Source: an optimization exercise on an open RTL-to-GDS flow (aim: small area). Production flows keep margins and buffers that such runs may drop. Function was checked by simulation only, so behaviour that the tests miss may differ from the original. Power and IR drop assume default switching activity.

$ cat flow/flow/libfunc.py
#!/usr/bin/env python3
"""Write Verilog models of a liberty's combinational cells (functions as assigns) and
blackbox stubs of every other cell; with DONTUSE, also write there the yosys abc -dont_use
arguments for the low-power and probe cells, which the platform marks don't-use.
Usage: libfunc.py LIB [DONTUSE] > cells.v"""
import re, sys
t = open(sys.argv[1]).read()

def cells(text):
    i = 0
    for m in re.finditer(r'\n\s*cell\s*\(\s*"?([\w]+)"?\s*\)\s*\{', text):
        start = m.end()
        depth = 1; j = start
        while depth:
            c = text[j]
            if c == '{': depth += 1
            elif c == '}': depth -= 1
            j += 1
        yield m.group(1), text[start:j-1]

def pins(body):
    out = []
    for m in re.finditer(r'\bpin\s*\(\s*"?(\w+)"?\s*\)\s*\{', body):
        start = m.end(); depth = 1; j = start
        while depth:
            c = body[j]
            if c == '{': depth += 1
            elif c == '}': depth -= 1
            j += 1
        pb = body[start:j-1]
        d = re.search(r'direction\s*:\s*"?(\w+)"?', pb)
        f = re.search(r'\bfunction\s*:\s*"([^"]*)"', pb)
        out.append((m.group(1), d.group(1) if d else None, f.group(1) if f else None))
    return out

def conv(f):
    f = f.strip()
    # postfix ' -> prefix !
    while "'" in f:
        f = re.sub(r"(\w+|\([^()]*\))'", r"(!\1)", f, count=1)
    f = f.replace('*', '&').replace('+', '|')
    # implicit AND (space between operands)
    f = re.sub(r'(\w|\))\s+(?=[\w!(])', r'\1 & ', f)
    return f

dont = []
for name, body in cells(t):
    if 'lpflow' in name or 'probe' in name: dont.append(name)
    ps = []
    for p in pins(body):
        if p[0] not in [q[0] for q in ps]: ps.append(p)
    ins = [p for p in ps if p[1] == 'input']
    outs = [p for p in ps if p[1] == 'output']
    seq = re.search(r'\b(ff|latch|statetable)\s*\(', body) is not None or 'three_state' in body or 'test_cell' in body
    comb = outs and not seq and all(o[2] for o in outs)
    ports = [p[0] for p in ins] + [p[0] for p in outs]
    print(f"(* blackbox *)" if not comb else "", end="")
    print(f"module {name}({', '.join(ports)});")
    for p in ins: print(f"  input {p[0]};")
    for p in outs: print(f"  output {p[0]};")
    for p in ps:
        if p[1] == 'inout': pass
    if comb:
        for o in outs: print(f"  assign {o[0]} = {conv(o[2])};")
    print("endmodule")

if len(sys.argv) > 2:
    open(sys.argv[2], 'w').write(' '.join('-dont_use ' + n for n in dont) + '\n')
$ cat flow/constraint.sdc
create_clock -name core_clock -period 10.0 [get_ports {clk}]
set_input_delay 2.0000 -clock core_clock [delete_from_list [all_inputs] [get_ports {clk}]]
set_output_delay 2.0000 -clock core_clock [all_outputs]
set_load 0.01 [all_outputs]
$ cat flow/standard.sh
#!/bin/bash
# synth_recipe.tcl (not shown) runs the flow's synth.tcl, then flattens the netlist and writes it again
# the make line also repeats each setting of config.mk as NAME=value (left out here)
make -C /OpenROAD-flow-scripts/flow DESIGN_CONFIG=/design/flow/config.mk WORK_HOME=/design/flow/orfs CLKGATE_MAP_FILE= SYNTH_SCRIPT=/design/flow/synth_recipe.tcl "${@:-finish}"
$ cat flow/design.v
module ipc_chan (
    input             clk,
    input             rst,
    input             flush,
    input      [3:0]  offer,       
    input      [1:0]  kind0,
    input             db,
    input      [31:0] val,
    input             pop,
    input             sel,         
    output     [34:0] head,        
    output reg [3:0]  count
);
    localparam CAP = 8;
    reg [2:0] rd_ptr;
    wire [3:0] acc_th = offer & {count < 4'd5, count < 4'd6, count < 4'd7, count < 4'd8};
    wire [2:0] accept = {2'd0, acc_th[0]} + {2'd0, acc_th[1]} + {2'd0, acc_th[2]} + {2'd0, acc_th[3]};
    wire [2:0] tail   = rd_ptr + count[2:0];
    wire [7:0] t_oh   = 8'd1 << tail;
    wire [34:0] rd_term [0:CAP-1];
    genvar e;
    generate
        for (e = 0; e < CAP; e = e + 1) begin : g_ent
            reg  [1:0]  kind;
            reg         edb;
            reg  [31:0] v;
            wire k0 = t_oh[e];
            wire k1 = t_oh[(e + 7) % 8];
            wire k2 = t_oh[(e + 6) % 8];
            wire k3 = t_oh[(e + 5) % 8];
            wire we = (k0 && acc_th[0]) || (k1 && acc_th[1]) ||
                      (k2 && acc_th[2]) || (k3 && acc_th[3]);
            always @(posedge clk) begin
                if (we) begin
                    kind <= k0 ? kind0 : k1 ? 2'b10 : 2'b00;
                    edb  <= db;
                    v    <= val;
                end
            end
            wire hsel = sel && (rd_ptr == e[2:0]);
            assign rd_term[e] = {35{hsel}} & {kind, edb, v};
        end
    endgenerate
    assign head = rd_term[0] | rd_term[1] | rd_term[2] | rd_term[3] |
                  rd_term[4] | rd_term[5] | rd_term[6] | rd_term[7];
    always @(posedge clk) begin
        if (rst || flush) begin
            rd_ptr <= 3'd0;
            count  <= 4'd0;
        end else if (pop && count != 0) begin
            rd_ptr <= rd_ptr + 3'd1;
            count  <= count - 4'd1;
        end else begin
            count  <= count + accept;
        end
    end
endmodule
module ipc_doorbell (
    input             clk,
    input             rst,
    input             op_valid,
    input      [31:0] op_td,
    input      [63:0] op_wdata,
    output reg        rd_valid,
    output     [63:0] rd_data,
    output reg        diag_width,
    output reg        diag_range,
    output            host_irq,
    output            dsp_irq_ipc,
    output     [3:0]  dsp_irq_lvl,
    output     [3:0]  h2d_count,
    output     [3:0]  d2h_count,
    output reg        h2d_open,
    output reg        d2h_open
);
    wire [3:0]  port = op_td[31:28];
    wire [3:0]  opc  = op_td[27:24];
    wire [3:0]  f_a  = op_td[23:20];    
    wire [3:0]  f_b  = op_td[19:16];    
    wire [15:0] off  = op_td[15:0];
    wire        is_mmio  = op_valid && (port == 4'd0 || port == 4'd1) &&
                           (opc == 4'd0 || opc == 4'd1);
    wire        side     = port[0];
    wire        blk1     = (f_b == 4'd1);
    wire        has_view = (f_b == 4'd0) || (blk1 && side);
    wire        w4       = (f_a == 4'd4);
    wire        w8       = (f_a == 4'd8);
    wire [3:0]  wi       = off[5:2];
    wire        hi_zero  = (off[15:6] == 10'd0);    
    wire bad_w  = !(w4 || w8) || (off[1:0] != 2'd0) ||
                  (w8 && has_view && hi_zero && (blk1 || wi <= 4'd9));
    wire bad_r  = !has_view || !hi_zero || (w8 && (wi == 4'd15));
    wire acc_ok = is_mmio && !bad_w && !bad_r;
    wire rd_ok  = acc_ok && (opc == 4'd0);
    wire wr_ok  = acc_ok && (opc == 4'd1);
    wire wr0    = wr_ok && !blk1;           
    wire wr1    = wr_ok && blk1;            
    wire [31:0] lo = op_wdata[31:0];
    wire [31:0] hi = op_wdata[63:32];
    wire is_chan   = op_valid && (port == 4'd3);
    wire ch_dsp    = (f_a == 4'd0);    
    wire ch_host   = (f_a == 4'd1);    
    wire deliver   = is_chan && (opc == 4'd0);
    wire close_op  = is_chan && (opc == 4'd1);
    wire open_op   = is_chan && (opc == 4'd2);
    wire is_rst_op = op_valid && (port == 4'd4) && (opc == 4'd0);
    wire rst_h0    = is_rst_op && (f_a == 4'd0) && (f_b == 4'd0);
    wire rst_d0    = is_rst_op && (f_a == 4'd1) && (f_b == 4'd0);
    wire rst_d1    = is_rst_op && (f_a == 4'd1) && (f_b == 4'd1);
    wire is_src    = op_valid && (port == 4'd2) && (opc == 4'd0 || opc == 4'd1);
    wire src_set   = (opc == 4'd0);
    wire        cmd_wr = wr0 && w4 && (wi == 4'd0 || wi == 4'd4);
    wire        csr_wr = wr0 && w4 && (wi == 4'd8);
    wire [3:0]  tx_th  = {cmd_wr && lo[0] && lo[1], cmd_wr && (lo[0] || lo[1]),
                          cmd_wr, cmd_wr || csr_wr};
    wire [34:0] h2d_head, d2h_head;
    ipc_chan u_h2d (
        .clk    (clk),
        .rst    (rst),
        .flush  (close_op && ch_dsp),
        .offer  ((!side && h2d_open) ? tx_th : 4'd0),
        .kind0  ({csr_wr, 1'b1}),
        .db     (wi[2]),
        .val    (lo),
        .pop    (deliver && ch_dsp),
        .sel    (deliver && ch_dsp && !rst),
        .head   (h2d_head),
        .count  (h2d_count)
    );
    ipc_chan u_d2h (
        .clk    (clk),
        .rst    (rst),
        .flush  (close_op && ch_host),
        .offer  ((side && d2h_open) ? tx_th : 4'd0),
        .kind0  ({csr_wr, 1'b1}),
        .db     (wi[2]),
        .val    (lo),
        .pop    (deliver && ch_host),
        .sel    (deliver && ch_host && !rst),
        .head   (d2h_head),
        .count  (d2h_count)
    );
    always @(posedge clk) begin
        if (rst) begin
            h2d_open <= 1'b1;
            d2h_open <= 1'b1;
        end else begin
            if (close_op && ch_dsp)  h2d_open <= 1'b0;
            if (open_op  && ch_dsp)  h2d_open <= 1'b1;
            if (close_op && ch_host) d2h_open <= 1'b0;
            if (open_op  && ch_host) d2h_open <= 1'b1;
        end
    end
    wire        dlv_side = ch_dsp;
    wire        dlv      = deliver && (ch_dsp ? (h2d_count != 4'd0) :
                                      ch_host ? (d2h_count != 4'd0) : 1'b0);
    wire [34:0] dlv_msg  = h2d_head | d2h_head;
    wire [1:0]  dlv_kind = dlv_msg[34:33];
    wire        dlv_db   = dlv_msg[32];
    wire [31:0] dlv_val  = dlv_msg[31:0];
    wire        dlv_echo = dlv && (dlv_kind != 2'd0);
    wire        dlv_irq  = dlv && (dlv_kind == 2'd0);
    wire [31:0] view [0:31];
    wire zero_any = rst || rst_h0 || rst_d0;
    wire sts_wi   = (wi == 4'd1) || (wi == 4'd5);
    wire        use_w = !zero_any && !deliver;
    wire [31:0] be = dlv_val | ({32{use_w}} & ((w8 && wi[0]) ? hi : lo));
    wire [31:0] bo = dlv_val | ({32{use_w && !sts_wi}} & ((w8 && !wi[0]) ? hi : lo));
    genvar gs, gi;
    generate
        for (gs = 0; gs < 2; gs = gs + 1) begin : g_side
            wire zero_s = rst || (gs == 0 ? rst_h0 : rst_d0);
            wire own    = wr0 && (side == gs);
            for (gi = 0; gi < 16; gi = gi + 1) begin : g_word
                wire        hit_lo = own && (wi == gi);
                wire        hit_hi = (gi >= 11) && own && w8 && (wi == gi - 1);
                wire        hit_ec = dlv_echo && (dlv_side == gs) && (
                                     (gi == 0 && dlv_kind == 2'd1 && !dlv_db) ||
                                     (gi == 4 && dlv_kind == 2'd1 &&  dlv_db) ||
                                     (gi == 1 && dlv_kind == 2'd2 && !dlv_db) ||
                                     (gi == 5 && dlv_kind == 2'd2 &&  dlv_db) ||
                                     (gi == 8 && dlv_kind == 2'd3));
                if (gi == 1 || gi == 5) begin : g_sts
                    reg  [1:0] w;
                    wire hit_cmd = own && w4 && (wi == gi - 1);
                    wire [1:0] en = {2{zero_s || hit_ec || hit_cmd}} |
                                    ({2{hit_lo}} & lo[1:0]);
                    always @(posedge clk) begin
                        if (en[0]) w[0] <= bo[0];
                        if (en[1]) w[1] <= bo[1];
                    end
                    assign view[gs*16 + gi] = {30'd0, w};
                end else if (gi == 9) begin : g_evt
                    assign view[gs*16 + gi] = 32'd0;
                end else begin : g_plain
                    reg  [31:0] w;
                    wire en = zero_s || hit_lo || hit_hi || hit_ec;
                    always @(posedge clk)
                        if (en) w <= (gi % 2) ? bo : be;
                    assign view[gs*16 + gi] = w;
                end
            end
        end
    endgenerate
    wire [1:0] sts_sel = side ? (wi[2] ? view[21][1:0] : view[17][1:0]) :
                                (wi[2] ? view[5][1:0]  : view[1][1:0]);
    reg  [3:0] pend;
    wire [3:0] cons;    
    assign cons[0] = (view[1][1:0]  & ~view[2][1:0])  != 2'd0;
    assign cons[1] = (view[17][1:0] & ~view[18][1:0]) != 2'd0;
    assign cons[2] = (view[5][1:0]  & ~view[6][1:0])  != 2'd0;
    assign cons[3] = (view[21][1:0] & ~view[22][1:0]) != 2'd0;
    wire mclr  = wr0 && w4 && (wi == 4'd2 || wi == 4'd6) && ((sts_sel & ~lo[1:0]) == 2'd0);
    reg [3:0] pend_n;
    integer db, ps;
    always @* begin
        pend_n = pend;
        for (db = 0; db < 2; db = db + 1) begin
            for (ps = 0; ps < 2; ps = ps + 1) begin
                if (dlv_irq && dlv_side == ps && cons[db*2 + ps])
                    pend_n[db*2 + ps] = 1'b1;
                if (mclr && side == ps && wi[2] == db)
                    pend_n[db*2 + ps] = 1'b0;
                if ((ps == 0 && rst_h0) || (ps == 1 && rst_d0))
                    pend_n[db*2 + ps] = 1'b0;
            end
        end
    end
    always @(posedge clk) begin
        if (rst) pend <= 4'd0;
        else     pend <= pend_n;
    end
    reg [3:0] rawb;    
    always @(posedge clk) begin
        if (rst || rst_d1) begin
            rawb <= 4'd0;
        end else if (is_src) begin
            case (off)
                16'd0: rawb[0] <= src_set;
                16'd1: rawb[1] <= src_set;
                16'd2: rawb[2] <= src_set;
                16'd3: rawb[3] <= src_set;
                default: ;
            endcase
        end
    end
    wire [31:0] raw_w [0:3];
    assign raw_w[0] = {30'd0, rawb[1], rawb[0]};
    assign raw_w[1] = {27'd0, rawb[2], 4'd0};
    assign raw_w[2] = 32'd0;
    assign raw_w[3] = {rawb[3], 31'd0};
    wire [31:0] mask_w [0:3];
    wire        mzero = rst || rst_d1;
    genvar gl;
    generate
        for (gl = 0; gl < 4; gl = gl + 1) begin : g_lvl
            reg  [31:0] m;
            wire mhit = wr1 && (wi[3:2] == gl);
            wire mset = mhit && (wi[1:0] == 2'd1);
            wire mclr_l = mhit && (wi[1:0] == 2'd2);
            wire [31:0] en = {32{mzero}} | ({32{mset || mclr_l}} & lo);
            wire        d  = !mzero && mset;
            integer b;
            always @(posedge clk)
                for (b = 0; b < 32; b = b + 1)
                    if (en[b]) m[b] <= d;
            assign mask_w[gl] = m;
        end
    endgenerate
    assign host_irq       = pend[0] | pend[2];
    assign dsp_irq_ipc    = pend[1] | pend[3];
    assign dsp_irq_lvl[0] = (rawb[0] & ~mask_w[0][0]) | (rawb[1] & ~mask_w[0][1]);
    assign dsp_irq_lvl[1] = rawb[2] & ~mask_w[1][4];
    assign dsp_irq_lvl[2] = 1'b0;
    assign dsp_irq_lvl[3] = rawb[3] & ~mask_w[3][31];
    reg       rq_ipc, rq_irq, rq_hi, rq_side;
    reg [3:0] rq_wi;
    always @(posedge clk) begin
        if (rst) begin
            rd_valid   <= 1'b0;
            diag_width <= 1'b0;
            diag_range <= 1'b0;
            rq_ipc     <= 1'b0;
            rq_irq     <= 1'b0;
            rq_hi      <= 1'b0;
        end else begin
            rd_valid   <= is_mmio && (opc == 4'd0);
            diag_width <= is_mmio && bad_w;
            diag_range <= is_mmio && !bad_w && bad_r;
            rq_ipc     <= rd_ok && !blk1;
            rq_irq     <= rd_ok && blk1;
            rq_hi      <= rd_ok && w8;
        end
        rq_side <= side;
        rq_wi   <= wi;
    end
    wire [2:0] e_idx  = rq_wi[3:1] + {2'd0, rq_wi[0]};
    wire       lo_odd = rq_ipc && rq_wi[0];
    wire       lo_evn = (rq_ipc && !rq_wi[0]) || rq_irq;
    wire       hi_odd = rq_hi && !rq_wi[0];
    wire       hi_evn = rq_hi && rq_wi[0];
    wire       e_on   = rq_ipc || rq_hi;
    reg [31:0] ev, od;
    integer j;
    always @* begin
        ev = 32'd0;
        od = 32'd0;
        for (j = 0; j < 8; j = j + 1) begin
            ev = ev | ({32{e_on && e_idx == j && !rq_side}} & view[2*j]);
            ev = ev | ({32{e_on && e_idx == j &&  rq_side}} & view[16 + 2*j]);
            od = od | ({32{rq_wi[3:1] == j && !rq_side}} & view[2*j + 1]);
            od = od | ({32{rq_wi[3:1] == j &&  rq_side}} & view[16 + 2*j + 1]);
        end
        for (j = 0; j < 4; j = j + 1) begin
            if (rq_irq && rq_wi[3:2] == j) begin
                case (rq_wi[1:0])
                    2'd0:    ev = ev | raw_w[j];
                    2'd3:    ev = ev | (raw_w[j] & ~mask_w[j]);
                    default: ev = ev | mask_w[j];
                endcase
            end
        end
    end
    wire [31:0] lo_acc = ({32{lo_evn}} & ev) | ({32{lo_odd}} & od);
    wire [31:0] hi_acc = ({32{hi_evn}} & ev) | ({32{hi_odd}} & od);
    assign rd_data = {hi_acc, lo_acc};
endmodule
$ cat flow/flow/cut.py
#!/usr/bin/env python3
"""Turn every flip-flop instance of a flat ORFS netlist into ports: Q becomes an input
<inst>__Q, every other pin but CLK an output <inst>__<pin>. Usage: cut.py in.v out.v"""
import re, sys
s = open(sys.argv[1]).read()
m = re.search(r'module\s+(\w+)\s*\((.*?)\);', s, re.S)
newports, decls, assigns = [], [], []
def san(n): return re.sub(r'[^A-Za-z0-9_]', '_', n)
def repl(mm):
    cell, inst, body = mm.group(1), mm.group(2), mm.group(3)
    pins = dict(re.findall(r'\.(\w+)\s*\(\s*([^()]*?)\s*\)', body))
    base = 'ff_' + san(inst)
    for p, net in pins.items():
        if p == 'CLK': continue
        if p in ('Q', 'Q_N'):
            newports.append(f'{base}__{p}'); decls.append(f'  input {base}__{p};')
            assigns.append(f'  assign {net} = {base}__{p} ;')
        else:
            newports.append(f'{base}__{p}'); decls.append(f'  output {base}__{p};')
            assigns.append(f'  assign {base}__{p} = {net} ;')
    return ''
s = re.sub(r'(sky130_fd_sc_hd__(?:e?dfx\w+|df\w+))\s+(\\\S+|\w+)\s*\((.*?)\);', repl, s, flags=re.S)
newports.sort(); decls.sort()
head = s[:m.end()]
head = head[:-2] + ', ' + ', '.join(newports) + ');'
s = head + '\n' + '\n'.join(decls) + s[m.end():]
s = s.replace('endmodule', '\n'.join(assigns) + '\nendmodule', 1)
open(sys.argv[2], 'w').write(s)
$ cat flow/config.mk
export PLATFORM = sky130hd
export DESIGN_NAME = ipc_doorbell
export DESIGN_NICKNAME = ipc_doorbell
export VERILOG_FILES = /design/flow/design.v
export SDC_FILE = /design/flow/constraint.sdc
export NUM_CORES = 8
export LEC_CHECK = 0
export ABC_AREA = 1
export CAP_MARGIN = 20
export CORE_MARGIN = 2
export CORE_UTILIZATION = 50
export CTS_BUF_LIST = sky130_fd_sc_hd__clkbuf_16
export CTS_CLUSTER_DIAMETER = 80
export CTS_CLUSTER_SIZE = 24
export PLACE_DENSITY = 0.6
export SLEW_MARGIN = 20
$ cat flow/flow/run.sh
#!/bin/bash
# Own layout flow: the standard synthesis, then the combinational logic is
# mapped again with an area-oriented ABC script (registers untouched), checked
# for equivalence, and laid out with the standard flow.
# Each tool's full output goes to a log file of its own in this folder.
set -euo pipefail
W=$(pwd)
F=$W/flow
Y=$FLOW_HOME/../tools/install/yosys/bin
LIB=$FLOW_HOME/platforms/sky130hd/lib/sky130_fd_sc_hd__tt_025C_1v80.lib
R=$W/orfs/results/sky130hd/ipc_doorbell/base

# 1. Standard synthesis (unchanged).
bash standard.sh synth > $W/synth_standard.log 2>&1
cp $R/1_2_yosys.v $W/synth_standard.v

# 2. Remap the combinational logic; flip-flop instances stay as they are.
python3 $F/libfunc.py $LIB $W/dont_use.txt > $W/cells.v
cat > $W/remap.ys <<EOY
read_verilog $W/cells.v
read_verilog $W/synth_standard.v
hierarchy -top $FLOW_TOP
flatten
rename -hide w:*.*
read_liberty -lib -overwrite $LIB
techmap
opt -fast
setundef -zero
abc -D 10000 -liberty $LIB $(cat $W/dont_use.txt) -script $F/remap.abc
opt_clean -purge
hilomap -singleton -hicell sky130_fd_sc_hd__conb_1 HI -locell sky130_fd_sc_hd__conb_1 LO
insbuf -buf sky130_fd_sc_hd__buf_4 A X
splitnets
opt_clean -purge
check -assert -mapped
tee -o $W/remap_stat.txt stat -liberty $LIB
write_verilog -noattr -nohex -nodec $W/synth_remap.v
EOY
use_remap=0
if $Y/yosys -s $W/remap.ys > $W/remap.log 2>&1; then
  # 3. Combinational equivalence, with every flip-flop cut into ports.
  python3 $F/cut.py $W/synth_standard.v $W/cec_gold.v
  python3 $F/cut.py $W/synth_remap.v $W/cec_gate.v
  for x in gold gate; do
    $Y/yosys -p "read_verilog $W/cells.v; read_verilog $W/cec_$x.v; hierarchy -top $FLOW_TOP; flatten; techmap; opt -fast; aigmap; write_aiger -zinit $W/cec_$x.aig" > $W/cec_$x.log 2>&1
  done
  $Y/yosys-abc -c "cec $W/cec_gold.aig $W/cec_gate.aig" > $W/cec.log 2>&1 || true
  if grep -q "Networks are equivalent" $W/cec.log && ! grep -q "lpflow\|probe" $W/synth_remap.v; then
    use_remap=1
  fi
fi
if [[ $use_remap == 1 ]]; then
  echo "using the remapped netlist" > $W/remap_used.txt
  cp $W/synth_remap.v $R/1_2_yosys.v
else
  echo "remap failed or not equivalent: standard netlist kept" > $W/remap_used.txt
fi

# 4. Layout: the standard flow from the netlist on.
bash standard.sh \
  "BUFFER_PORTS_ARGS=-buffer_cell sky130_fd_sc_hd__buf_1" \
  "CTS_ARGS=-sink_clustering_enable -repair_clock_nets -sink_clustering_size 24 -sink_clustering_max_diameter 80 -buf_list sky130_fd_sc_hd__clkbuf_16 -dont_use_dummy_load" \
  finish > $W/layout.log 2>&1
$ cat flow/flow/remap.abc
strash
dc2
resub -K 8
refactor -z
rewrite -z
dc2
dch -f
amap -m -F 5
topo
==> metrics.yaml, run 1 <==
die:
  io_pins: 182
  num_rows: 125
  start_util_pct: 50.3
  die_area_um2: 119000
  core_um2: 116000
  fp.dieW_um: 345
  die_h_um: 345
timing:
  finalMaxSlewViolations: 0
  grt_setup_unrepaired: "false"
  fmax_mhz: 130
  setup_violations: 0
  tightest_slew_ns: 1.19
  slew_headroom_pct: 20.5
  post-route-period-util_pct: 77.2
  hold_viol: 0
  final.setup_skew_ns: 0.0717
  fin_tns_setup_ns: 0
  hold_ws_ns: 0.504
  fin_crit_ns: 7.72
clock_tree:
  htree_num_levels: 3
  cts_hold_buf: 0
  cts_tree: "built"
  clock_path_buffers: 3
  cts_num_sinks: 1563
  cts_buffers: 77
  clkLatencyLatePin_ns: 0.71
  cts_root_buf: "clkbuf_16"
  clk_pin_slew_ns: 0.09
  cts_resized: 0
  cts_setup_buffers: 0
routing:
  routed_wl_mm: 193
  drc: 0
  postRouteAntennaNets: 0
  drt_first_iter_violations: 7221
  drt-wirelength-per-cell_um: 36.1
  dr.pass1.iters: 8
  via_per_inst: 7.03
  vias: 37622
final_layout:
  syn2layout_area_growth_pct: 11.9
  nNetsFinal: 3928
  post-route-util_pct: 56.3
  stdcell_area_um2: 65100
  drive_gt1_share_pct: 10.1
critical_path:
  start_kind: "flip-flop"
  path_max_fanout: 24
  cp-end-kind: "output port"
  worstSetupPathType: "flip-flop to output port"
  critPathArrivalTime_ns: 5.72
  cp.required_ns: 8.00
flow_run:
  max_cap_viol_count: 0
power_and_ir_drop:
  vdd_drop_max_uv: 145
  total_power_mw: 11.4
  power.leakage_nw: 20.0
  powerDensity_nw_per_um2: 176
synth:
  yosys_warnings: 2
  syn-num-nets: 3478
  syn_area_um2: 58200
  synth.avg_cell_area_um2: 17.2
  synth_cells: 3379
global_route:
  antenna_found_initial: 6
  grt_usage_pct: 31.9
  overflow: 0
  grt_pass1_wl_mm: 270
  first_global_vias: 34796
  grt_max_degree: 129
placement:
  hpwl_mm: 116
  gp_congestion: 0.928
  port_buffers: 180
  postPlaceCellArea_um2: 63100
hold_path:
  min_path_type: "flip-flop to flip-flop"
outcome:
  status: "timing/DRC/antenna clean"
[final cells by class]
| class | count | area (um2) |
|---|---|---|
| flip-flops and latches | 1563 | 46600 |
| inverters | 152 | 571 |
| diodes | 3 | 7.51 |
| repair buffers | 372 | 2140 |
| multi-input cells | 1663 | 12000 |
| fillers | 9060 | 50600 |
| clock buffers | 77 | 1930 |
| well taps | 1524 | 1910 |
[final timing paths]
path | from | cells after the start | end | slack, ns
setup / recovery | rq_wi[1]$_DFF_P_ | 15 | rd_data[44] | 2.28
hold / removal | rawb[1]$_SDFFE_PP0P_ | 2 | rawb[1]$_SDFFE_PP0P_ | 0.50
setup reg to reg | u_h2d.rd_ptr[2]$_SDFFE_PP0P_ | 10 | g_side[1].g_word[0].genblk1.g_plain.w[16]$_DFFE_PP_ | 5.60
hold reg to reg | rawb[1]$_SDFFE_PP0P_ | 2 | rawb[1]$_SDFFE_PP0P_ | 0.50
[worst max-delay path: stages (launching register included)]
cell and delay, ns:
dfxtp_1 0.76, clkinv_1 0.51, nor2_1 0.28, clkinv_1 0.12, nor2_1 0.14, clkinv_1 0.10
o22ai_1 0.27, clkinv_1 0.16, or3_1 0.42, nor2_4 0.91, buf_4 0.39, a22oi_1 0.12
nand4_1 0.13, and4b_1 0.34, o22ai_1 0.22, buf_1 0.17
[through the flow]
stage / setup slack (ns) / instances
after floorplan: 1.30 / 3379
after global placement: 2.70 / 5271
after detailed placement: 2.55 / 5271
after CTS: 2.47 / 5348
after global routing: 2.02 / 5351
final: 2.28 / 5354
[power breakdown]
| group | switching, mW | total, mW | internal, mW |
|---|---|---|---|
| clock network | 1.93 | 3.31 | 1.38 |
| registers | 0.0888 | 7.62 | 7.53 |
| logic | 0.405 | 0.509 | 0.105 |
| total | 2.42 | 11.4 | 9.01 |
[metal layers]
layer	vias to the layer above	wire (um)	GRT usage (%)
li1	15468	-	-
met1	19183	74800	46.1
met2	2707	86600	48.1
met3	262	25900	7.99
met4	2	5940	9.47
met5	-	10	0
[registers in the layout, summed over array words and instances, names as in the netlist, 3 cells and up]
register,cells
pend,4
g_side.g_word.genblk1.g_plain.w,832
u_h2d.count,4
u_d2h.rd_ptr,3
u_d2h.count,4
u_h2d.g_ent.edb,8
g_lvl.m,128
u_h2d.g_ent.kind,16
u_d2h.g_ent.kind,16
u_d2h.g_ent.v,256
u_h2d.rd_ptr,3
u_d2h.g_ent.edb,8
g_side.g_word.g_sts.w,8
rq_wi,4
u_h2d.g_ent.v,256
rawb,4
[placed cells by master (no fill, tap or decap), types with 7 or more instances in the layout]
cell       instances
a221oi_1          35
dfxtp_1           35
nand2_1          214
and4_1            30
or3_1             22
o21ai_4           32
nor2_1           119
o22ai_1          108
buf_4            189
o21ai_1           27
a222oi_1         354
a211oi_1          13
clkinv_1         151
a31oi_1            7
edfxtp_1        1528
or2_0             17
buf_1            177
clkbuf_16         77
o21ai_0          199
nor4_1             8
o221ai_4          10
nor3_1            22
a22oi_1          141
a22o_1            27
nor3_2            28
nand3_1           51
nand4_1           45
a31o_1             8
a21oi_1           19
nor2_4            21
o21ai_2           11
a2111oi_0         12
==> inputs of run 2 (changes only) <==
--- a/flow/config.mk
+++ b/flow/config.mk
@@ -10,3 +10,3 @@
 export CORE_MARGIN = 2
-export CORE_UTILIZATION = 50
+export CORE_UTILIZATION = 62
 export CTS_BUF_LIST = sky130_fd_sc_hd__clkbuf_16
@@ -14,3 +14,3 @@
 export CTS_CLUSTER_SIZE = 24
-export PLACE_DENSITY = 0.6
+export PLACE_DENSITY = 0.72
 export SLEW_MARGIN = 20
==> run 2 against run 1 <==
  * Synthesized area unchanged
  * Critical path depth decreased by 3
  * Count of clock-buffer cells in the layout decreased by 1
  * Still clean on timing, DRC and antenna
==> metrics.yaml, run 2 <==
timing:
  worst_slack_ns: 2.28
  fin_tns_setup_ns: 0
  hold_ws_ns: 0.528
  grt_setup_unrepaired: "false"
  slew_headroom_pct: 15.4
  fmax_mhz: 129
  hold_viol: 0
  final.setup_skew_ns: 0.0653
  fin_crit_ns: 7.72
  tightest_slew_ns: 1.26
  finalMaxSlewViolations: 0
  setup_violations: 0
  post-route-period-util_pct: 77.2
synth:
  yosys_warnings: 2
  synth_cells: 3379
  synth.avg_cell_area_um2: 17.2
  syn_area_um2: 58200
  syn-num-nets: 3478
critical_path:
  path_max_fanout: 30
  critPathArrivalTime_ns: 5.72
  r2r_cells: 11
  cp-end-kind: "output port"
  start_kind: "flip-flop"
  reg2reg_slack_ns: 5.59
  cp.required_ns: 8.00
  critPathLaunch: "rq_wi[1]$_DFF_P_"
  r2r_start: "u_h2d.rd_ptr[1]$_SDFFE_PP0P_"
  r2r-end: "g_side[0].g_word[8].genblk1.g_plain.w[22]$_DFFE_PP_"
  critPathCapture: "rd_data[39]"
  worstSetupPathType: "flip-flop to output port"
die:
  io_pins: 182
  fp.dieW_um: 310
  die_area_um2: 96300
  num_rows: 112
  start_util_pct: 62.4
  die_h_um: 310
  core_um2: 93200
final_layout:
  regMostFlops: "g_side.g_word.genblk1.g_plain.w"
  post-route-util_pct: 69.4
  largest_register_ff_count: 832
  drive_gt1_share_pct: 9.93
  syn2layout_area_growth_pct: 11.2
  layout_commonest_cell: "edfxtp_1"
  reg_top3: "g_side.g_word.genblk1.g_plain.w: 832 flops, u_d2h.g_ent.v: 256 flops, u_h2d.g_ent.v: 256 flops"
  nNetsFinal: 3919
  layout_common_cells: "1528 x edfxtp_1, 354 x a222oi_1, 214 x nand2_1, 205 x o21ai_0, 181 x buf_4"
  nFillCells: 6000
routing:
  routed_wl_mm: 189
  vias: 38637
  via_per_inst: 7.61
  drt-wirelength-per-cell_um: 37.3
  drc: 0
  drt_first_iter_violations: 8278
  postRouteAntennaNets: 0
  dr.pass1.iters: 10
power_and_ir_drop:
  power.leakage_nw: 20.0
  clockPowerShare_pct: 28.5
  switchingPower_mw: 2.37
  switching_share_pct: 20.8
  vdd_drop_max_uv: 120
  intPower_mw: 9.00
  powerDensity_nw_per_um2: 176
  p_comb_share_pct: 4.4
  total_power_mw: 11.4
  sequentialPowerShare_pct: 67.1
global_route:
  grt_max_degree: 129
  grt_usage_pct: 39.4
  grt_pass1_wl_mm: 265
  first_global_vias: 37087
  overflow: 0
  antenna_found_initial: 4
clock_tree:
  cts_tree: "built"
  clkLatencyLatePin_ns: 0.67
  cts_root_buf: "clkbuf_16"
  clk_pin_slew_ns: 0.09
  clock_path_buffers: 3
  cts_setup_buffers: 0
  cts_resized: 0
  cts_num_sinks: 1563
  cts_buffers: 76
  htree_num_levels: 3
  cts_hold_buf: 0
placement:
  port_buffers: 180
  gp_congestion: 0.961
  hpwl_mm: 111
  pre_cts_ws_ns: 2.34
outcome:
  status: "timing/DRC/antenna clean"
hold_path:
  min_path_type: "flip-flop to flip-flop"
  holdCritStartpoint: "u_d2h.rd_ptr[2]$_SDFFE_PP0P_"
flow_run:
  max_cap_viol_count: 0
## run 2: critical path: stages (launching register included)
cell and delay (ns):
dfxtp_1 0.69, clkinv_1 0.47, nor2_1 0.26, clkinv_1 0.10, o21ai_0 0.33, nor3_2 0.09, buf_4 0.30, a222oi_1 0.38
a21boi_0 0.80, o2111ai_1 0.24, nor3_1 0.97, o22ai_1 0.22, buf_1 0.18
## run 2: per-layer routing
layer / global-route usage [%] / up-vias / wire length [um]
met1: 54.4 / 18956 / 62800
met2: 60.2 / 3753 / 85400
met5: 0 / - / 43
met3: 10.1 / 508 / 30900
li1: - / 15414 / -
met4: 17.1 / 6 / 9840
## run 2: metrics by stage
stage                     cells  cell area, um2
after floorplan            3379           58200
after global placement     4993           62700
after detailed placement   4994           62700
after CTS                  5070           64600
after global routing       5072           64700
final                      5074           64700
## run 2: area by class of cell
| type | count | area (um2) | area share [%] |
|---|---|---|---|
| antenna | 2 | 5.00 | 0.00774 |
| clock buffer | 76 | 1900 | 2.94 |
| inverter | 152 | 571 | 0.882 |
| multi-input combinational | 1663 | 12000 | 18.5 |
| sequential | 1563 | 46600 | 72.0 |
| tap | 1254 | 1570 | 2.43 |
| timing repair buffer | 364 | 2070 | 3.20 |
## run 2: worst min-delay path by stage
stage                              endpoint  slack (ns)  depth (start not counted)
4_1_cts        u_d2h.rd_ptr[2]$_SDFFE_PP0P_        0.53                          1
3_5_place_dp           pend[0]$_SDFFE_PP0P_        0.52                          1
5_1_grt        u_d2h.rd_ptr[2]$_SDFFE_PP0P_        0.55                          1
2_1_floorplan  u_d2h.rd_ptr[2]$_SDFFE_PP0P_        0.47                          1
3_3_place_gp   u_h2d.rd_ptr[2]$_SDFFE_PP0P_        0.51                          2
6_report       u_d2h.rd_ptr[2]$_SDFFE_PP0P_        0.53                          1
## run 2: power by group through the flow
| stage | logic, mW | clock network, mW | registers, mW |
|---|---|---|---|
| 6_report | 0.495 | 3.24 | 7.63 |
| 5_1_grt | 0.507 | 3.44 | 7.65 |
| 4_1_cts | 0.473 | 3.24 | 7.62 |
| 3_5_place_dp | 0.473 | 0 | 7.77 |
| 3_3_place_gp | 0.460 | 0 | 7.75 |
| 2_1_floorplan | 0.189 | 0 | 7.75 |
==> inputs of run 3 (changes only) <==
--- a/flow/flow/run.sh
+++ b/flow/flow/run.sh
@@ -61,3 +61,3 @@
   "BUFFER_PORTS_ARGS=-buffer_cell sky130_fd_sc_hd__buf_1" \
-  "CTS_ARGS=-sink_clustering_enable -repair_clock_nets -sink_clustering_size 24 -sink_clustering_max_diameter 80 -buf_list sky130_fd_sc_hd__clkbuf_16 -dont_use_dummy_load" \
+  "CTS_ARGS=-sink_clustering_enable -repair_clock_nets -sink_clustering_size 30 -sink_clustering_max_diameter 50 -buf_list sky130_fd_sc_hd__clkbuf_16 -dont_use_dummy_load" \
   finish > $W/layout.log 2>&1
--- a/flow/config.mk
+++ b/flow/config.mk
@@ -10,7 +10,7 @@
 export CORE_MARGIN = 2
-export CORE_UTILIZATION = 62
+export CORE_UTILIZATION = 50
 export CTS_BUF_LIST = sky130_fd_sc_hd__clkbuf_16
-export CTS_CLUSTER_DIAMETER = 80
-export CTS_CLUSTER_SIZE = 24
-export PLACE_DENSITY = 0.72
+export CTS_CLUSTER_DIAMETER = 50
+export CTS_CLUSTER_SIZE = 30
+export PLACE_DENSITY = 0.6
 export SLEW_MARGIN = 20
==> run 3 against run 2 <==
  * Die area is 24% higher
  * Worst setup slack got worse by 0.025 ns
  * Combinational power rose by 3%
  * Design area is 3.0% higher
  * Global-route usage down 7.2 points
  * Register-to-register slack improved by 0.04 ns
  * First-iteration DRC count decreased by 12%
  * Sequential power barely moved
  * Critical path depth up 3
  * Critical endpoint is now rd_data[33]
==> metrics.yaml, run 3 <==
outcome:
  status: "timing/DRC/antenna clean"
clock_tree:
  cts_buffers: 136
  cts_root_buf: "clkbuf_16"
  htree_num_levels: 4
  clk_pin_slew_ns: 0.07
  cts_num_sinks: 1563
  cts_tree: "built"
  cts_setup_buffers: 0
  clkLatencyLatePin_ns: 0.76
  cts_resized: 0
  cts_hold_buf: 0
  clock_path_buffers: 3
synth:
  yosys_warnings: 2
  synth.avg_cell_area_um2: 17.2
  syn_area_um2: 58200
  syn-num-nets: 3478
  synth_cells: 3379
global_route:
  antenna_found_initial: 8
  first_global_vias: 35426
  grt_pass1_wl_mm: 272
  busiest_layer: "met2"
  met1_usage_pct: 45.9
  grtUsageMet2_pct: 48.3
  overflow: 0
  grt_usage_pct: 32.2
  grt_max_degree: 129
  grt_util_met3_pct: 8.62
die:
  fp.dieW_um: 345
  die_area_um2: 119000
  start_util_pct: 50.3
  core_um2: 116000
  io_pins: 182
  die_h_um: 345
  num_rows: 125
final_layout:
  post-route-util_pct: 57.5
  largest_register_ff_count: 832
  stdcell_count: 5412
  nNetsFinal: 3988
  reg_top3: "g_side.g_word.genblk1.g_plain.w: 832 flops, u_d2h.g_ent.v: 256 flops, u_h2d.g_ent.v: 256 flops"
  multi_input_area_um2: 12000
  syn2layout_area_growth_pct: 14.5
  layout_common_cells: "1528 x edfxtp_1, 354 x a222oi_1, 214 x nand2_1, 199 x o21ai_0, 189 x buf_4"
  stdcell_area_um2: 66600
  nFillCells: 8892
  layout_commonest_cell: "edfxtp_1"
  seqCellArea_um2: 46600
  regMostFlops: "g_side.g_word.genblk1.g_plain.w"
  drive_gt1_share_pct: 11.5
routing:
  vias: 37767
  drt-wirelength-per-cell_um: 35.9
  drc: 0
  dr.pass1.iters: 8
  via_per_inst: 6.98
  drt_first_iter_violations: 7266
  routed_wl_mm: 194
  postRouteAntennaNets: 0
critical_path:
  cp.required_ns: 8.00
  path_max_fanout: 31
  start_kind: "flip-flop"
  cp-end-kind: "output port"
  worstSetupPathType: "flip-flop to output port"
  critPathArrivalTime_ns: 5.75
timing:
  post-route-period-util_pct: 77.5
  setup_violations: 0
  fin_tns_setup_ns: 0
  fmax_mhz: 129
  final.setup_skew_ns: 0.0646
  grt_setup_unrepaired: "false"
  finalMaxSlewViolations: 0
  slew_headroom_pct: 7.30
  fin_crit_ns: 7.75
  tightest_slew_ns: 1.37
  worst_slack_ns: 2.25
  hold_viol: 0
  hold_ws_ns: 0.500
placement:
  hpwl_mm: 116
  pre_cts_ws_ns: 2.55
  place_inst: 5271
  gp_congestion: 0.928
  port_buffers: 180
  postPlaceCellArea_um2: 63100
flow_run:
  max_cap_viol_count: 0
power_and_ir_drop:
  power.leakage_nw: 20.8
  vdd_drop_max_uv: 153
  total_power_mw: 12.7
  powerDensity_nw_per_um2: 190
hold_path:
  min_path_type: "flip-flop to flip-flop"
## run 3: worst max-delay path, cell delays in order, from the launching register on
cell      delay (ns)
dfxtp_1         0.73
clkinv_1        0.50
nor2_1          0.28
clkinv_1        0.11
nor2_1          0.15
clkinv_1        0.10
o21ai_0         0.10
o21bai_1        0.19
or3_1           0.25
nor2_4          0.05
buf_4           0.35
a222oi_1        0.46
nand4_1         0.15
nor4bb_1        1.14
o22ai_1         0.24
buf_1           0.20
## run 3: final timing paths
path | from | endpoint | slack (ns) | depth (start not counted)
max | rq_wi[1]$_DFF_P_ | rd_data[33] | 2.25 | 15
min | rawb[1]$_SDFFE_PP0P_ | rawb[1]$_SDFFE_PP0P_ | 0.50 | 2
max reg2reg | u_h2d.rd_ptr[2]$_SDFFE_PP0P_ | g_side[1].g_word[0].genblk1.g_plain.w[19]$_DFFE_PP_ | 5.63 | 10
min reg2reg | rawb[1]$_SDFFE_PP0P_ | rawb[1]$_SDFFE_PP0P_ | 0.50 | 2
## run 3: power by group
group / internal [mW] / switching, mW / total (mW) / leakage, nW
sequential: 7.54 / 0.0888 / 7.63 / 14.6
combinational: 0.105 / 0.404 / 0.509 / 4.45
clock: 2.39 / 2.14 / 4.53 / 1.68
## run 3: layer usage
metal	routed length, um	up-vias	share of wire, %
met5	51	-	0.026
met4	6510	8	3.3
met3	25900	313	13
met2	86800	2769	45
met1	75000	19066	39
li1	-	15611	-
## run 3: layout make-up
class | instances | area share [%]
Tap cell | 1524 | 2.86
Multi-Input combinational cell | 1663 | 18.0
Timing Repair Buffer | 373 | 3.22
Sequential cell | 1563 | 70.0
Clock buffer | 136 | 5.11
Antenna cell | 1 | 0.00376
Inverter | 152 | 0.857
==> inputs of run 4 (changes only) <==
--- a/flow/flow/run.sh
+++ b/flow/flow/run.sh
@@ -61,3 +61,3 @@
   "BUFFER_PORTS_ARGS=-buffer_cell sky130_fd_sc_hd__buf_1" \
-  "CTS_ARGS=-sink_clustering_enable -repair_clock_nets -sink_clustering_size 30 -sink_clustering_max_diameter 50 -buf_list sky130_fd_sc_hd__clkbuf_16 -dont_use_dummy_load" \
+  "CTS_ARGS=-sink_clustering_enable -repair_clock_nets -sink_clustering_size 28 -sink_clustering_max_diameter 90 -buf_list sky130_fd_sc_hd__clkbuf_16 -dont_use_dummy_load" \
   finish > $W/layout.log 2>&1
--- a/flow/config.mk
+++ b/flow/config.mk
@@ -12,4 +12,4 @@
 export CTS_BUF_LIST = sky130_fd_sc_hd__clkbuf_16
-export CTS_CLUSTER_DIAMETER = 50
-export CTS_CLUSTER_SIZE = 30
+export CTS_CLUSTER_DIAMETER = 90
+export CTS_CLUSTER_SIZE = 28
 export PLACE_DENSITY = 0.6
==> run 4 against run 3 <==
  * Register-to-register slack got worse by 0.11 ns
  * Still clean on timing, DRC and antenna
  * Worst hold slack better by 0.0052 ns
  * Worst setup slack better by 0.12 ns
  * Utilization is 1.5 points lower
  * Flip-flop and latch count unchanged
  * Sequential power is essentially flat
  * Combinational power about the same
  * Total power decreased by 11%
==> metrics.yaml, run 4 <==
outcome:
  status: "timing/DRC/antenna clean"
routing:
  routed_wl_mm: 193
  postRouteAntennaNets: 0
  drc: 0
  via_per_inst: 6.99
  vias: 37347
  drt-wirelength-per-cell_um: 36.0
  drt_first_iter_violations: 7492
  dr.pass1.iters: 8
synth:
  syn_area_um2: 58200
  yosys_warnings: 2
  synth.avg_cell_area_um2: 17.2
  synth_cells: 3379
  syn-num-nets: 3478
hold_path:
  min_path_type: "flip-flop to flip-flop"
  holdCritStartpoint: "rawb[1]$_SDFFE_PP0P_"
  whs_path_depth: 2
global_route:
  overflow: 0
  grt_usage_pct: 31.8
  grt_pass1_wl_mm: 269
  first_global_vias: 34629
  grt_max_degree: 129
  antenna_found_initial: 7
power_and_ir_drop:
  powerDensity_nw_per_um2: 173
  power.leakage_nw: 19.9
  vdd_drop_max_uv: 117
final_layout:
  layout_commonest_cell: "edfxtp_1"
  nNetsFinal: 3918
  syn2layout_area_growth_pct: 11.5
  regMostFlops: "g_side.g_word.genblk1.g_plain.w"
  multi_input_area_um2: 12000
  largest_register_ff_count: 832
  seqCellArea_um2: 46600
  drive_gt1_share_pct: 9.93
  layout_common_cells: "1528 x edfxtp_1, 354 x a222oi_1, 214 x nand2_1, 199 x o21ai_0, 189 x buf_4"
  reg_top3: "g_side.g_word.genblk1.g_plain.w: 832 flops, u_d2h.g_ent.v: 256 flops, u_h2d.g_ent.v: 256 flops"
  stdcell_count: 5344
  nFillCells: 9080
timing:
  fin_tns_setup_ns: 0
  fmax_mhz: 131
  setup_violations: 0
  final.setup_skew_ns: 0.0579
  fin_crit_ns: 7.63
  finalMaxSlewViolations: 0
  tightest_slew_ns: 1.30
  grt_setup_unrepaired: "false"
  slew_headroom_pct: 12.9
  hold_viol: 0
  post-route-period-util_pct: 76.3
flow_run:
  max_cap_viol_count: 0
die:
  die_area_um2: 119000
  start_util_pct: 50.3
  num_rows: 125
  core_um2: 116000
  die_h_um: 345
  fp.dieW_um: 345
  io_pins: 182
critical_path:
  critPathArrivalTime_ns: 5.63
  cp-end-kind: "output port"
  path_cells: "clkinv_1, nor2_1, clkinv_1, nor2_1, clkinv_1, o22ai_1, clkinv_1, or3_1, nor2_4, buf_4, a22oi_1, nand4_1, and4b_1, o22ai_1, buf_1"
  critPathLaunch: "rq_wi[1]$_DFF_P_"
  cp.required_ns: 8.00
  slowest_stage: "nor2_4"
  start_kind: "flip-flop"
  slowest_delay_ns: 0.88
  r2r_cells: 10
  worstSetupPathType: "flip-flop to output port"
  path_max_fanout: 24
  crit_path_frequent_cell: "clkinv_1"
  r2r_start: "u_h2d.rd_ptr[2]$_SDFFE_PP0P_"
clock_tree:
  cts_buffers: 67
  cts_num_sinks: 1563
  cts_tree: "built"
  htree_num_levels: 3
  clkLatencyLatePin_ns: 0.69
  cts_resized: 0
  clk_pin_slew_ns: 0.11
  cts_hold_buf: 0
  cts_setup_buffers: 0
  cts_root_buf: "clkbuf_16"
  clock_path_buffers: 3
placement:
  port_buffers: 180
  gp_congestion: 0.928
  place_inst: 5271
  hpwl_mm: 116
[run 4: path summary, 6_finish.rpt]
| check | end | slack (ns) |
|---|---|---|
| worst max-delay path | rd_data[44] | 2.37 |
| worst min-delay path | rawb[1]$_SDFFE_PP0P_ | 0.51 |
| worst max register to register | g_side[1].g_word[0].genblk1.g_plain.w[16]$_DFFE_PP_ | 5.52 |
| worst min register to register | rawb[1]$_SDFFE_PP0P_ | 0.51 |
[run 4: area by class of cell]
| type | instances | share of cell area (%) |
|---|---|---|
| Antenna cell | 3 | 0.0116 |
| Clock buffer | 67 | 2.59 |
| Inverter | 152 | 0.880 |
| Multi-Input combinational cell | 1663 | 18.5 |
| Sequential cell | 1563 | 71.8 |
| Tap cell | 1524 | 2.94 |
| Timing Repair Buffer | 372 | 3.29 |
[run 4: per-layer routing]
metal / vias to the layer above / GRT usage, % / routed length, um
met5: - / 0 / 37
met4: 6 / 9.23 / 6180
met3: 260 / 8.19 / 26100
met2: 2672 / 48.1 / 86200
met1: 18982 / 46.0 / 74100
li1: 15427 / - / -
[run 4: where the power goes]
part	switching, mW	total (mW)	internal, mW
registers	0.0885	7.62	7.53
clock network	1.89	3.10	1.21
logic	0.404	0.508	0.105
total	2.38	11.2	8.85
[run 4: critical path: cells and delay by family (launching register included)]
family	cells	cell delay [ns]
buf+inv	6	1.40
flops	1	0.73
compound gates	3	0.60
simple gates	6	2.20
[run 4: through the flow]
stage          hold WS [ns]  utilization, %  power, mW  instance area [um2]  worst slack, ns
6_report              0.505            56.0       11.2                64900             2.37
5_1_grt               0.539            56.0       11.5                64900             2.02
4_1_cts               0.502            56.0       11.2                64800             2.46
3_5_place_dp          0.492            54.5       8.26                63100             2.55
3_3_place_gp          0.483            54.5       8.24                63100             2.70
2_1_floorplan         0.474               -       7.94                58200             1.30
==> inputs of run 5 (changes only) <==
--- a/flow/design.v
+++ b/flow/design.v
@@ -6,3 +6,3 @@
     input      [1:0]  kind0,
-    input             db,
+    input             db,          
     input      [31:0] val,
@@ -10,3 +10,3 @@
     input             sel,         
-    output     [34:0] head,        
+    output     [33:0] head,        
     output reg [3:0]  count
@@ -19,3 +19,3 @@
     wire [7:0] t_oh   = 8'd1 << tail;
-    wire [34:0] rd_term [0:CAP-1];
+    wire [33:0] rd_term [0:CAP-1];
     genvar e;
@@ -24,3 +24,2 @@
             reg  [1:0]  kind;
-            reg         edb;
             reg  [31:0] v;
@@ -34,5 +33,4 @@
                 if (we) begin
-                    kind <= k0 ? kind0 : k1 ? 2'b10 : 2'b00;
-                    edb  <= db;
-                    v    <= val;
+                    kind <= k0 ? kind0 : 2'b00;
+                    v    <= {val[31:4], k0 ? val[3:2] : {k1, db}, val[1:0]};
                 end
@@ -40,3 +38,3 @@
             wire hsel = sel && (rd_ptr == e[2:0]);
-            assign rd_term[e] = {35{hsel}} & {kind, edb, v};
+            assign rd_term[e] = {34{hsel}} & {kind, v};
         end
@@ -115,3 +113,4 @@
                           cmd_wr, cmd_wr || csr_wr};
-    wire [34:0] h2d_head, d2h_head;
+    wire [33:0] h2d_head, d2h_head;
+    wire [1:0]  kind0 = csr_wr ? 2'b11 : wi[2] ? 2'b10 : 2'b01;
     ipc_chan u_h2d (
@@ -121,3 +120,3 @@
         .offer  ((!side && h2d_open) ? tx_th : 4'd0),
-        .kind0  ({csr_wr, 1'b1}),
+        .kind0  (kind0),
         .db     (wi[2]),
@@ -134,3 +133,3 @@
         .offer  ((side && d2h_open) ? tx_th : 4'd0),
-        .kind0  ({csr_wr, 1'b1}),
+        .kind0  (kind0),
         .db     (wi[2]),
@@ -156,8 +155,8 @@
                                       ch_host ? (d2h_count != 4'd0) : 1'b0);
-    wire [34:0] dlv_msg  = h2d_head | d2h_head;
-    wire [1:0]  dlv_kind = dlv_msg[34:33];
-    wire        dlv_db   = dlv_msg[32];
+    wire [33:0] dlv_msg  = h2d_head | d2h_head;
+    wire [1:0]  dlv_kind = dlv_msg[33:32];
     wire [31:0] dlv_val  = dlv_msg[31:0];
-    wire        dlv_echo = dlv && (dlv_kind != 2'd0);
-    wire        dlv_irq  = dlv && (dlv_kind == 2'd0);
+    wire        dlv_sts  = (dlv_kind == 2'd0) && dlv_val[3];
+    wire        dlv_echo = dlv && ((dlv_kind != 2'd0) || dlv_val[3]);
+    wire        dlv_irq  = dlv && (dlv_kind == 2'd0) && !dlv_val[3];
     wire [31:0] view [0:31];
@@ -177,6 +176,6 @@
                 wire        hit_ec = dlv_echo && (dlv_side == gs) && (
-                                     (gi == 0 && dlv_kind == 2'd1 && !dlv_db) ||
-                                     (gi == 4 && dlv_kind == 2'd1 &&  dlv_db) ||
-                                     (gi == 1 && dlv_kind == 2'd2 && !dlv_db) ||
-                                     (gi == 5 && dlv_kind == 2'd2 &&  dlv_db) ||
+                                     (gi == 0 && dlv_kind == 2'd1) ||
+                                     (gi == 4 && dlv_kind == 2'd2) ||
+                                     (gi == 1 && dlv_sts && !dlv_val[2]) ||
+                                     (gi == 5 && dlv_sts &&  dlv_val[2]) ||
                                      (gi == 8 && dlv_kind == 2'd3));
==> flow/flow/run.sh (replaced) <==
#!/bin/bash
# Own layout flow: the standard synthesis, then the combinational logic is
# mapped again with several area-oriented ABC scripts (registers untouched);
# the smallest mapping that a combinational equivalence check (every
# flip-flop cut into ports) proves equal to the standard netlist is laid out
# with the standard flow. Each tool's full output goes to a log file of
# its own in this folder.
set -euo pipefail
W=$(pwd)
F=$W/flow
Y=$FLOW_HOME/../tools/install/yosys/bin
LIB=$FLOW_HOME/platforms/sky130hd/lib/sky130_fd_sc_hd__tt_025C_1v80.lib
R=$W/orfs/results/sky130hd/ipc_doorbell/base

# 1. Standard synthesis (unchanged).
bash standard.sh synth > $W/synth_standard.log 2>&1
cp $R/1_2_yosys.v $W/synth_standard.v

# 2. Remap the combinational logic; flip-flop instances stay as they are.
python3 $F/libfunc.py $LIB $W/dont_use.txt > $W/cells.v
PRE="strash;dc2;resub -K 8;refactor -z;rewrite -z;dc2"
declare -A SCR
SCR[a]="$PRE;dch -f;amap -m -F 5;topo"
SCR[b]="$PRE;dch -f;amap -m -F 5;topo;strash;dch -f;amap -m -F 5;topo"
SCR[c]="$PRE;resub -K 12;dc2;dch -f;amap -m -F 5;topo"
SCR[d]="$PRE;resub -K 12;dc2;resub -K 12 -N 2;dc2;dch -f;amap -m -F 5;topo"
SCR[e]="$PRE;resub -K 16;dc2;dch -f;amap -m -F 5;topo"
SCR[f]="strash;dc2;resub -K 6;rewrite -z;resub -K 8;refactor -z;resub -K 10;rewrite -z;resub -K 12;dc2;dch -f;amap -m -F 5;topo"
SCR[g]="$PRE;resub -K 12;dc2;dch -f;amap -m -F 10;topo"
SCR[h]="$PRE;resub -K 12;dc2;dch -f;amap -m -F 5 -A 5;topo"
for k in "${!SCR[@]}"; do
  echo "${SCR[$k]}" | tr ';' '\n' > $W/remap_$k.abc
  cat > $W/remap_$k.ys <<EOY
read_verilog $W/cells.v
read_verilog $W/synth_standard.v
hierarchy -top $FLOW_TOP
flatten
rename -hide w:*.*
read_liberty -lib -overwrite $LIB
techmap
opt -fast
setundef -zero
abc -D 10000 -liberty $LIB $(cat $W/dont_use.txt) -script $W/remap_$k.abc
opt_clean -purge
hilomap -singleton -hicell sky130_fd_sc_hd__conb_1 HI -locell sky130_fd_sc_hd__conb_1 LO
insbuf -buf sky130_fd_sc_hd__buf_4 A X
splitnets
opt_clean -purge
check -assert -mapped
tee -o $W/remap_$k.stat stat -liberty $LIB
write_verilog -noattr -nohex -nodec $W/synth_remap_$k.v
EOY
  ( $Y/yosys -s $W/remap_$k.ys > $W/remap_$k.log 2>&1 || rm -f $W/synth_remap_$k.v ) &
done
wait

# 3. Candidates by area; the first one proven equivalent is used.
python3 $F/cut.py $W/synth_standard.v $W/cec_gold.v
$Y/yosys -p "read_verilog $W/cells.v; read_verilog $W/cec_gold.v; hierarchy -top $FLOW_TOP; flatten; techmap; opt -fast; aigmap; write_aiger -zinit $W/cec_gold.aig" > $W/cec_gold.log 2>&1
: > $W/remap_areas.txt
for k in "${!SCR[@]}"; do
  if [[ -f $W/synth_remap_$k.v ]] && ! grep -q "lpflow\|probe" $W/synth_remap_$k.v; then
    echo "$(awk '/Chip area/ {print $NF}' $W/remap_$k.stat) $k" >> $W/remap_areas.txt
  fi
done
sort -g -o $W/remap_areas.txt $W/remap_areas.txt
echo "standard netlist kept" > $W/remap_used.txt
while read -r area k; do
  python3 $F/cut.py $W/synth_remap_$k.v $W/cec_$k.v
  $Y/yosys -p "read_verilog $W/cells.v; read_verilog $W/cec_$k.v; hierarchy -top $FLOW_TOP; flatten; techmap; opt -fast; aigmap; write_aiger -zinit $W/cec_$k.aig" > $W/cec_$k.log 2>&1 || continue
  $Y/yosys-abc -c "cec $W/cec_gold.aig $W/cec_$k.aig" > $W/cec_${k}_abc.log 2>&1 || true
  if grep -q "Networks are equivalent" $W/cec_${k}_abc.log; then
    cp $W/synth_remap_$k.v $R/1_2_yosys.v
    echo "remap $k ($area um2) used" > $W/remap_used.txt
    break
  fi
done < $W/remap_areas.txt

# 4. Layout: the standard flow from the netlist on.
bash standard.sh \
  "BUFFER_PORTS_ARGS=-buffer_cell sky130_fd_sc_hd__buf_1" \
  "CTS_ARGS=-sink_clustering_enable -repair_clock_nets -sink_clustering_size 26 -sink_clustering_max_diameter 80 -buf_list sky130_fd_sc_hd__clkbuf_16 -dont_use_dummy_load" \
  finish > $W/layout.log 2>&1
--- a/flow/config.mk
+++ b/flow/config.mk
@@ -12,4 +12,4 @@
 export CTS_BUF_LIST = sky130_fd_sc_hd__clkbuf_16
-export CTS_CLUSTER_DIAMETER = 90
-export CTS_CLUSTER_SIZE = 28
+export CTS_CLUSTER_DIAMETER = 80
+export CTS_CLUSTER_SIZE = 26
 export PLACE_DENSITY = 0.6
removed: flow/flow/remap.abc
==> run 5 against run 4 <==
  * Still clean
  * Synthesized area fell by 0.49%
  * Via count rose by 2.0%
  * Count of clock-buffer cells in the layout rose by 4
  * Clock power rose by 3%
  * Largest cell class unchanged
  * Highest routed layer unchanged
==> metrics.yaml, run 5 <==
global_route:
  grt_max_degree: 99
  overflow: 0
  antenna_found_initial: 8
  grt_usage_pct: 33.6
  first_global_vias: 35787
  grt_pass1_wl_mm: 277
routing:
  routed_wl_mm: 200
  drc: 0
  postRouteAntennaNets: 0
  dr.pass1.iters: 7
  drt_first_iter_violations: 7295
  drt-wirelength-per-cell_um: 37.3
  via_per_inst: 7.11
  vias: 38107
final_layout:
  largest_register_ff_count: 832
  layout_commonest_cell: "edfxtp_1"
  drive_gt1_share_pct: 10.3
  reg_top3: "g_side.g_word.genblk1.g_plain.w: 832 flops, u_d2h.g_ent.v: 256 flops, u_h2d.g_ent.v: 256 flops"
  nNetsFinal: 3942
  stdcell_area_um2: 64900
  regMostFlops: "g_side.g_word.genblk1.g_plain.w"
  layout_common_cells: "1512 x edfxtp_1, 309 x a222oi_1, 230 x a22oi_1, 195 x o21ai_0, 187 x buf_4"
  syn2layout_area_growth_pct: 12.0
clock_tree:
  cts_tree: "built"
  cts_num_sinks: 1547
  clk_pin_slew_ns: 0.10
  cts_resized: 0
  clock_path_buffers: 3
  cts_hold_buf: 0
  cts_root_buf: "clkbuf_16"
  clkLatencyLatePin_ns: 0.70
  cts_buffers: 71
  cts_setup_buffers: 0
  htree_num_levels: 3
hold_path:
  whs_path_depth: 2
  min_path_type: "flip-flop to flip-flop"
  hold_end: "rawb[2]$_SDFFE_PP0P_"
  holdCritStartpoint: "rawb[2]$_SDFFE_PP0P_"
timing:
  fin_crit_ns: 7.39
  grt_setup_unrepaired: "false"
  fmax_mhz: 135
  tightest_slew_ns: 1.18
  setup_violations: 0
  fin_tns_setup_ns: 0
  hold_viol: 0
  slew_headroom_pct: 19.3
  final.setup_skew_ns: 0.0910
  post-route-period-util_pct: 73.9
  finalMaxSlewViolations: 0
die:
  core_um2: 115000
  die_h_um: 344
  start_util_pct: 50.5
  io_pins: 182
  die_area_um2: 119000
  num_rows: 124
  fp.dieW_um: 344
power_and_ir_drop:
  powerDensity_nw_per_um2: 173
  vdd_drop_max_uv: 123
  p_comb_share_pct: 4.5
  switchingPower_mw: 2.40
  switching_share_pct: 21.3
  sequentialPowerShare_pct: 67.1
  intPower_mw: 8.84
  power.leakage_nw: 19.9
  clockPowerShare_pct: 28.4
critical_path:
  cp.required_ns: 8.00
  start_kind: "flip-flop"
  r2r_cells: 11
  path_max_fanout: 32
  r2r-end: "u_d2h.g_ent[0].v[2]$_DFFE_PP_"
  cp-end-kind: "output port"
  reg2reg_slack_ns: 5.33
  critPathArrivalTime_ns: 5.39
  worstSetupPathType: "flip-flop to output port"
  r2r_start: "u_d2h.rd_ptr[1]$_SDFFE_PP0P_"
  critPathLaunch: "rq_wi[1]$_DFF_P_"
synth:
  syn_area_um2: 57900
  synth_cells: 3397
  yosys_warnings: 2
  synth.avg_cell_area_um2: 17.0
  syn-num-nets: 3496
outcome:
  status: "timing/DRC/antenna clean"
placement:
  hpwl_mm: 120
  port_buffers: 180
  postPlaceCellArea_um2: 62900
  gp_congestion: 0.990
flow_run:
  max_cap_viol_count: 0
==> run 5: final cells by class <==
| cell class | count | area (um2) |
|---|---|---|
| multi-input combinational | 1696 | 12200 |
| clock buffer | 71 | 1780 |
| sequential | 1547 | 46100 |
| inverter | 152 | 571 |
| fill | 8935 | 49800 |
| tap | 1512 | 1890 |
| timing repair buffer | 375 | 2270 |
| antenna | 3 | 7.51 |
==> run 5: how the worst max path moves through the flow <==
stage	end	slack, ns	cells past startpoint
finish	rd_data[32]	2.61	12
global route	rd_data[32]	2.35	12
CTS	rd_data[32]	2.80	12
detailed placement	g_side[1].g_word[10].genblk1.g_plain.w[28]$_DFFE_PP_	2.33	11
global placement	g_side[1].g_word[6].genblk1.g_plain.w[0]$_DFFE_PP_	2.24	11
floorplan	g_side[0].g_word[0].genblk1.g_plain.w[0]$_DFFE_PP_	1.19	12
==> run 5: power groups by stage <==
stage | Clock [mW] | Sequential, mW | Combinational (mW)
final | 3.19 | 7.55 | 0.501
after global routing | 3.40 | 7.57 | 0.521
after global placement | 0 | 7.68 | 0.479
after detailed placement | 0 | 7.69 | 0.488
after CTS | 3.20 | 7.55 | 0.488
after floorplan | 0 | 7.67 | 0.194
==> run 5: critical path, stage by stage (launching register included) <==
cell and delay (ns):
dfxtp_1 0.66, nand2_1 0.17, o21ai_0 0.30, clkinv_1 0.38, o21ai_0 0.44, or3_1 0.33
nor2_4 0.04, buf_4 0.35, a222oi_1 0.50, nand3_1 0.15, a2111oi_2 0.99, o22ai_1 0.20
buf_1 0.18
==> run 5: metrics by stage <==
stage          total power, mW  utilization [%]  setup WS [ns]  hold WS, ns  std cells
2_1_floorplan             7.87                -           1.19        0.475       3397
3_3_place_gp              8.16             54.8           2.24        0.493       5274
3_5_place_dp              8.18             54.9           2.33        0.494       5278
4_1_cts                   11.2             56.4           2.80        0.508       5349
5_1_grt                   11.5             56.6           2.35        0.557       5354
6_report                  11.2             56.6           2.61        0.513       5356
==> run 5: per-layer routing <==
layer / global-route usage, % / wire length, um / up-vias
met2: 51.4 / 90000 / 2924
met5: 1.04 / 219 / -
li1: - / - / 15469
met4: 14.2 / 10400 / 8
met3: 8.88 / 26900 / 432
met1: 45.7 / 72200 / 19274

[separate check: timing with driven ports]
No port has a modelled driver above. Below, the same layouts with a new extraction and two added sets of constraints. Step 1 assumes that a clkbuf_16 drives the clock port and a buf_2 every other input. Step 2, shift: input delay + t, output delay - t, t = (earliest + latest rising clock arrival at the registers) / 2. This alone moves slack from input paths to output paths. Slacks: no drivers / after step 1 / after step 2; pairs: no drivers / after step 1.
run	shift t [ns]	slack for setup (ns)	worst hold slack (ns)	worst slew at a driven data input, ns
run 1	0.746	2.282 / 2.205 / 2.381	0.504 / 0.504 / 0.504	0.10
run 2	0.714	2.276 / 2.203 / 2.190	0.528 / 0.528 / 0.528	0.12
run 3	0.801	2.251 / 2.175 / 2.379	0.500 / 0.500 / 0.500	0.10
run 4	0.734	2.370 / 2.300 / 2.409	0.505 / 0.505 / 0.505	0.12
run 5	0.731	2.610 / 2.536 / 1.980	0.513 / 0.513 / 0.513	0.12
After both steps setup and hold are still met in every run listed. For run 5, which loses most, drivers alone change the setup slack by -0.074 ns; drivers and shift together by -0.630 ns.
